Context: an optimization exercise on an open-source flow, tuned for small area. The choices shown serve that exercise and are no tape-out recipe.
Function was checked by simulation only, so behaviour that the tests miss may differ from the original.

== job 710 ==
Design vig_permcore, start of the top module:
module vig_permcore (
    input  wire       clk,
    input  wire       rst,         
    input  wire       in_valid,
    input  wire [1:0] in_op,       
    input  wire [7:0] in_data,
    input  wire [7:0] in_key,
    output wire       in_ready,
    output reg        out_valid,
    output wire [7:0] out_data,
    input  wire       out_ready,
    output reg        pvalid
);
For scale: ~110 flip-flops, ~33 I/O pins.
export LEC_CHECK = 0
export ABC_AREA = 1
export CAP_MARGIN = 20
export CORE_MARGIN = 2
export CORE_UTILIZATION = 25
export GPL_TIMING_DRIVEN = 0
export PLACE_DENSITY = 0.45
export SLEW_MARGIN = 20
create_clock -name core_clock -period 55.0 [get_ports {clk}]
standard.sh (not shown) runs the stock make flow with config.mk's settings and CLKGATE_MAP_FILE= SYNTH_SCRIPT=/design/flow/synth_recipe.tcl, a recipe that flattens the netlist after the stock synthesis.
==> flow/flow/run.sh <==
#!/bin/bash
# Own layout flow: the standard synthesis unchanged, then the standard layout with
# smaller port buffers and a clock tree of small buffers without dummy loads.
set -euo pipefail
bash standard.sh synth > synth.log 2>&1
bash standard.sh finish \
  BUFFER_PORTS_ARGS="-buffer_cell sky130_fd_sc_hd__buf_1" \
  CTS_ARGS="-sink_clustering_enable -repair_clock_nets -dont_use_dummy_load -buf_list {sky130_fd_sc_hd__clkbuf_4 sky130_fd_sc_hd__clkbuf_8}" \
  > layout.log 2>&1
For job 8675, these inputs were changed with respect to job 710:
Settings: setting CTS_BUF_LIST to sky130_fd_sc_hd__clkbuf_4 sky130_fd_sc_hd__clkbuf_8 for the first time; removing GPL_TIMING_DRIVEN (formerly 0); changing CORE_UTILIZATION from 25 to 60; changing PLACE_DENSITY from 0.45 to 0.75.
==> flow/run.sh (new file) <==
#!/bin/bash
# synth_recipe.tcl (not shown) runs the flow's synth.tcl, then flattens the netlist and writes it again
# the make line also repeats each setting of config.mk as NAME=value (left out here)
make -C /OpenROAD-flow-scripts/flow DESIGN_CONFIG=/design/flow/config.mk WORK_HOME=/design/flow/orfs CLKGATE_MAP_FILE= SYNTH_SCRIPT=/design/flow/synth_recipe.tcl finish
removed: flow/flow/run.sh
removed: flow/standard.sh
### Flow results
Area of the die: job 8675 < job 710. Number of global-route vias before repair, job 710 and job 8675: smaller value in job 8675. Changes observed in job 8675 relative to job 710: critical path depth fell 0.80%, core utilization rose 38 points, sequential share of layout area increased by 0.56 points relative to the old numbers.
Changes in job 4592 relative to job 8675:
Settings: CORE_UTILIZATION changed from 60 to 25; PLACE_DENSITY changed from 0.75 to 0.45; CTS_BUF_LIST removed (was sky130_fd_sc_hd__clkbuf_4 sky130_fd_sc_hd__clkbuf_8).
==> flow/flow/run.sh (new file) <==
#!/bin/bash
# Own layout flow: the standard synthesis unchanged, then the standard layout with
# smaller port buffers and a clock tree of small buffers without dummy loads.
set -euo pipefail
bash standard.sh synth > synth.log 2>&1
bash standard.sh finish \
  BUFFER_PORTS_ARGS="-buffer_cell sky130_fd_sc_hd__buf_1" \
  CTS_ARGS="-sink_clustering_enable -repair_clock_nets -dont_use_dummy_load -buf_list {sky130_fd_sc_hd__clkbuf_8 sky130_fd_sc_hd__clkbuf_16} -sink_clustering_size 35 -sink_clustering_max_diameter 100" \
  > layout.log 2>&1
==> flow/standard.sh (new file) <==
#!/bin/bash
# synth_recipe.tcl (not shown) runs the flow's synth.tcl, then flattens the netlist and writes it again
# the make line also repeats each setting of config.mk as NAME=value (left out here)
make -C /OpenROAD-flow-scripts/flow DESIGN_CONFIG=/design/flow/config.mk WORK_HOME=/design/flow/orfs CLKGATE_MAP_FILE= SYNTH_SCRIPT=/design/flow/synth_recipe.tcl "${@:-finish}"
removed: flow/run.sh
Notes after the runs:
Cmp job 4592 vs job 8675: area added between synthesis and finish higher in job 4592. The final design area excluding fillers number comes out higher for job 4592 vs job 8675. The final reports for job 4592 and job 8675 show share of post-route cells with drive strength above 1 lower in the former.
> inputs changed (job 4592 -> job 6381)
Settings: GPL_ROUTABILITY_DRIVEN: unset -> 0; GPL_TIMING_DRIVEN: unset -> 0.
-- flow/flow/run.sh --
<<< job 4592, line 8
  CTS_ARGS="-sink_clustering_enable -repair_clock_nets -dont_use_dummy_load -buf_list {sky130_fd_sc_hd__clkbuf_8 sky130_fd_sc_hd__clkbuf_16} -sink_clustering_size 35 -sink_clustering_max_diameter 100" \
>>> job 6381, line 8
  CTS_ARGS="-sink_clustering_enable -repair_clock_nets -dont_use_dummy_load -buf_list {sky130_fd_sc_hd__clkbuf_4 sky130_fd_sc_hd__clkbuf_8}" \
## What came out
- Against job 4592 as the reference, job 6381 delivers a higher clock skew.
- Job 4592 → job 6381: maximum clock rate now sits lower, DRC violations left now sits at about the same level, total non-filler cell area in the finished layout comparable, setup slack at placement lower.
- Comparing the two runs side by side, job 6381 comes out ahead of job 4592 on worst-case hold slack.
- Every run in the comparison, job 6381 and job 4592, completed the flow with a clean layout.


The RTL this note starts from:
==> flow/design.v <==
module vig_permcore (
    input  wire       clk,
    input  wire       rst,         
    input  wire       in_valid,
    input  wire [1:0] in_op,       
    input  wire [7:0] in_data,
    input  wire [7:0] in_key,
    output wire       in_ready,
    output reg        out_valid,
    output wire [7:0] out_data,
    input  wire       out_ready,
    output reg        pvalid
);
    localparam OP_SEED      = 2'd0;
    localparam OP_SEED_LAST = 2'd1;
    localparam OP_ENC       = 2'd2;
    localparam OP_DEC       = 2'd3;
    function automatic [31:0] add;
        input [31:0] a;
        input [31:0] b;
        input        cin;
        integer n;
        reg c;
        begin
            c = cin;
            for (n = 0; n < 32; n = n + 1) begin
                add[n] = a[n] ^ b[n] ^ c;
                c = (a[n] & b[n]) | (a[n] & c) | (b[n] & c);
            end
        end
    endfunction
    reg        busy;        
    reg        start;       
    reg        fin;         
    reg        bld;         
    reg        bwd;         
    reg [15:0] h;           
    reg [15:0] s0;          
    reg [15:0] sf;          
    reg [15:0] s;           
    reg [7:0]  k;           
    reg [1:0]  ph;          
    reg [7:0]  r;           
    reg [7:0]  p;           
    reg [7:0]  key;         
    assign in_ready = !busy && (!out_valid || out_ready);
    wire in_fire  = in_valid && in_ready && !rst;
    wire out_fire = out_valid && out_ready;
    assign out_data = p;
    wire [31:0] hx     = add({16'd0, h}, {24'd0, in_data}, 1'b0);
    wire [31:0] h_sum  = add(hx, {11'd0, h, 5'd0}, 1'b0);
    wire [15:0] h_next = h_sum[15:0];
    wire        fw  = !bwd;
    wire [31:0] a1  = add({14'd0, s, fw ? 2'b11 : 2'b01}, {16'd0, s} ^ {32{bwd}}, 1'b1);
    wire [31:0] a2  = add({9'd0, a1[18:0], fw ? 4'b1110 : 4'b0011}, {13'd0, a1[18:0]} ^ {32{fw}}, fw);
    wire [31:0] gw  = add({6'd0, a2[21:0], 4'b1110}, {10'd0, a2[21:0]}, 1'b0);
    wire [15:0] mc  = bwd ? {gw[8:0], 6'b111111, gw[25]} : a2[15:0];
    wire [15:0] mb  = bwd ? gw[24:9] : {9'd0, a2[22:16]};
    wire [31:0] md  = add({16'd0, mc}, ~{16'd0, mb}, 1'b1);
    wire [31:0] mr  = add({16'd0, md[15:0]}, 32'd0, md[16]);               
    wire [15:0] sn  = mr[15:0];
    wire [7:0]  byt  = (bwd && ph[1]) ? key : sn[7:0];
    wire [3:0]  nib  = ph[0] ? byt[3:0] : byt[7:4];
    wire        big  = (k[7:4] != 4'd0) || (k[3:0] == 4'hf);    
    wire [7:0]  r_in = {r[7:4], r[3:0] | ({4{ph == 2'd1 && big}} & byt[7:4])};
    reg  [7:0]  q;
    reg  [31:0] t;
    integer b;
    always @* begin
        q = r_in;
        for (b = 3; b >= 0; b = b - 1) begin
            t = add({23'd0, q, nib[b]}, {23'd0, 1'b1, ~k}, 1'b0);    
            q = t[9] ? t[7:0] : {q[6:0], nib[b]};
        end
    end
    wire [7:0] j    = q;
    wire       hit  = (p == k) || (p == j);
    wire [7:0] p_tr = hit ? (p ^ k ^ j) : p;
    wire [31:0] pk  = add({24'd0, p}, {24'd0, key ^ {8{!bwd}}}, !bwd);   
    wire last_ph = (ph == 2'd3);
    wire k_end   = bwd ? (k == 8'd255) : (k == 8'd1);
    wire [7:0] k_nx = bwd ? k + 8'd1 : k - 8'd1;
    always @(posedge clk) begin
        if (rst) begin
            busy      <= 1'b0;
            start     <= 1'b0;
            fin       <= 1'b0;
            h         <= 16'd5381;
            pvalid    <= 1'b0;
            out_valid <= 1'b0;
        end else begin
            if (out_fire) out_valid <= 1'b0;
            if (in_fire) begin
                if (in_op == OP_SEED) begin
                    h <= h_next;
                end else begin
                    busy  <= 1'b1;
                    start <= 1'b1;
                    bld   <= (in_op == OP_SEED_LAST);
                    bwd   <= (in_op == OP_ENC);
                    k     <= (in_op == OP_ENC) ? 8'd1 : 8'd255;
                    ph    <= (in_op == OP_ENC) ? 2'd0 : 2'd1;
                    r     <= 8'd0;
                    p     <= in_data;
                    key   <= in_key;
                    if (in_op == OP_SEED_LAST) begin
                        h  <= 16'd5381;
                        s0 <= h_next;
                    end
                end
            end
            if (start) begin
                start <= 1'b0;
                s     <= bwd ? sf : s0;
                if (bwd) p <= pk[7:0];
            end else if (fin) begin
                fin  <= 1'b0;
                busy <= 1'b0;
                if (bld) begin
                    sf     <= s;
                    pvalid <= 1'b1;
                end else begin
                    out_valid <= 1'b1;
                    if (!bwd) p <= pk[7:0];
                end
            end else if (busy) begin
                r  <= last_ph ? 8'd0 : q;
                ph <= ph + 2'd1;
                if (ph[0]) s <= sn;
                if (bwd && ph == 2'd1) key <= s[7:0];
                if (last_ph) begin
                    p <= p_tr;
                    if (k_end)
                        fin <= 1'b1;
                    else begin
                        k  <= k_nx;
                        ph <= (k_nx[7:4] != 4'd0 || k_nx[3:0] == 4'hf) ? 2'd1 : 2'd0;
                    end
                end
            end
        end
    end
endmodule
clock: 55.0 ns
lec_check: 0
cap_margin: 20
core_margin: 2
core_utilization: 50
place_density: 0.65
slew_margin: 20
==> flow/flow/run.sh <==
#!/bin/bash
# Own layout flow: the standard synthesis unchanged, then the standard layout with
# smaller port buffers and a clock tree of small buffers without dummy loads.
set -euo pipefail
bash standard.sh synth > synth.log 2>&1
bash standard.sh finish \
  BUFFER_PORTS_ARGS="-buffer_cell sky130_fd_sc_hd__buf_1" \
  CTS_ARGS="-sink_clustering_enable -repair_clock_nets -dont_use_dummy_load -buf_list {sky130_fd_sc_hd__clkbuf_4 sky130_fd_sc_hd__clkbuf_8}" \
  > layout.log 2>&1
The starting point completed without violations.
Next try:
--- a/flow/flow/run.sh
+++ b/flow/flow/run.sh
@@ -8 +8 @@
-  CTS_ARGS="-sink_clustering_enable -repair_clock_nets -dont_use_dummy_load -buf_list {sky130_fd_sc_hd__clkbuf_4 sky130_fd_sc_hd__clkbuf_8}" \
+  CTS_ARGS="-sink_clustering_enable -sink_clustering_size 30 -sink_clustering_max_diameter 200 -repair_clock_nets -dont_use_dummy_load -buf_list {sky130_fd_sc_hd__clkbuf_8 sky130_fd_sc_hd__clkbuf_16}" \
Settings changed: ABC_AREA set to 1.
After rerunning: Register-to-register slack gets better by 1.2 ns; routed wire length came out higher by a few percent; non-clock buffer count goes down by 6.

==> afterwards: timing with drivers on the ports <==
Ports are ideal in the flow. The routed layouts listed here were re-timed in OpenROAD.
Step 1 assumes that a clkbuf_16 drives the clock port and a buf_2 every other input.
Step 2 times the ports against the registers' clock, not the clock port: input delays grow and output delays shrink by t, the midpoint of the rising clock arrivals with the driver on.
a / b / c = ideal / step 1 / step 2; a / b = the first two.
| run | shift t [ns] | setup WS [ns] | worst setup path after step 2 | worst register clock-pin slew, ns |
|---|---|---|---|---|
| job 710 | 0.436 | 21.267 / 21.267 / 21.267 | register to register | 0.11 / 0.11 |
| job 8675 | 0.422 | 23.038 / 23.038 / 23.038 | register to register | 0.12 / 0.12 |
| job 4592 | 0.400 | 23.364 / 23.364 / 23.364 | register to register | 0.08 / 0.08 |
| job 6381 | 0.436 | 21.267 / 21.267 / 21.267 | register to register | 0.11 / 0.11 |
| the first run of note 2 | 0.397 | 22.816 / 22.816 / 22.816 | register to register | 0.10 / 0.10 |
| the second run of note 2 | 0.386 | 24.047 / 24.047 / 24.047 | register to register | 0.08 / 0.08 |
After both steps every run listed still meets setup and hold.
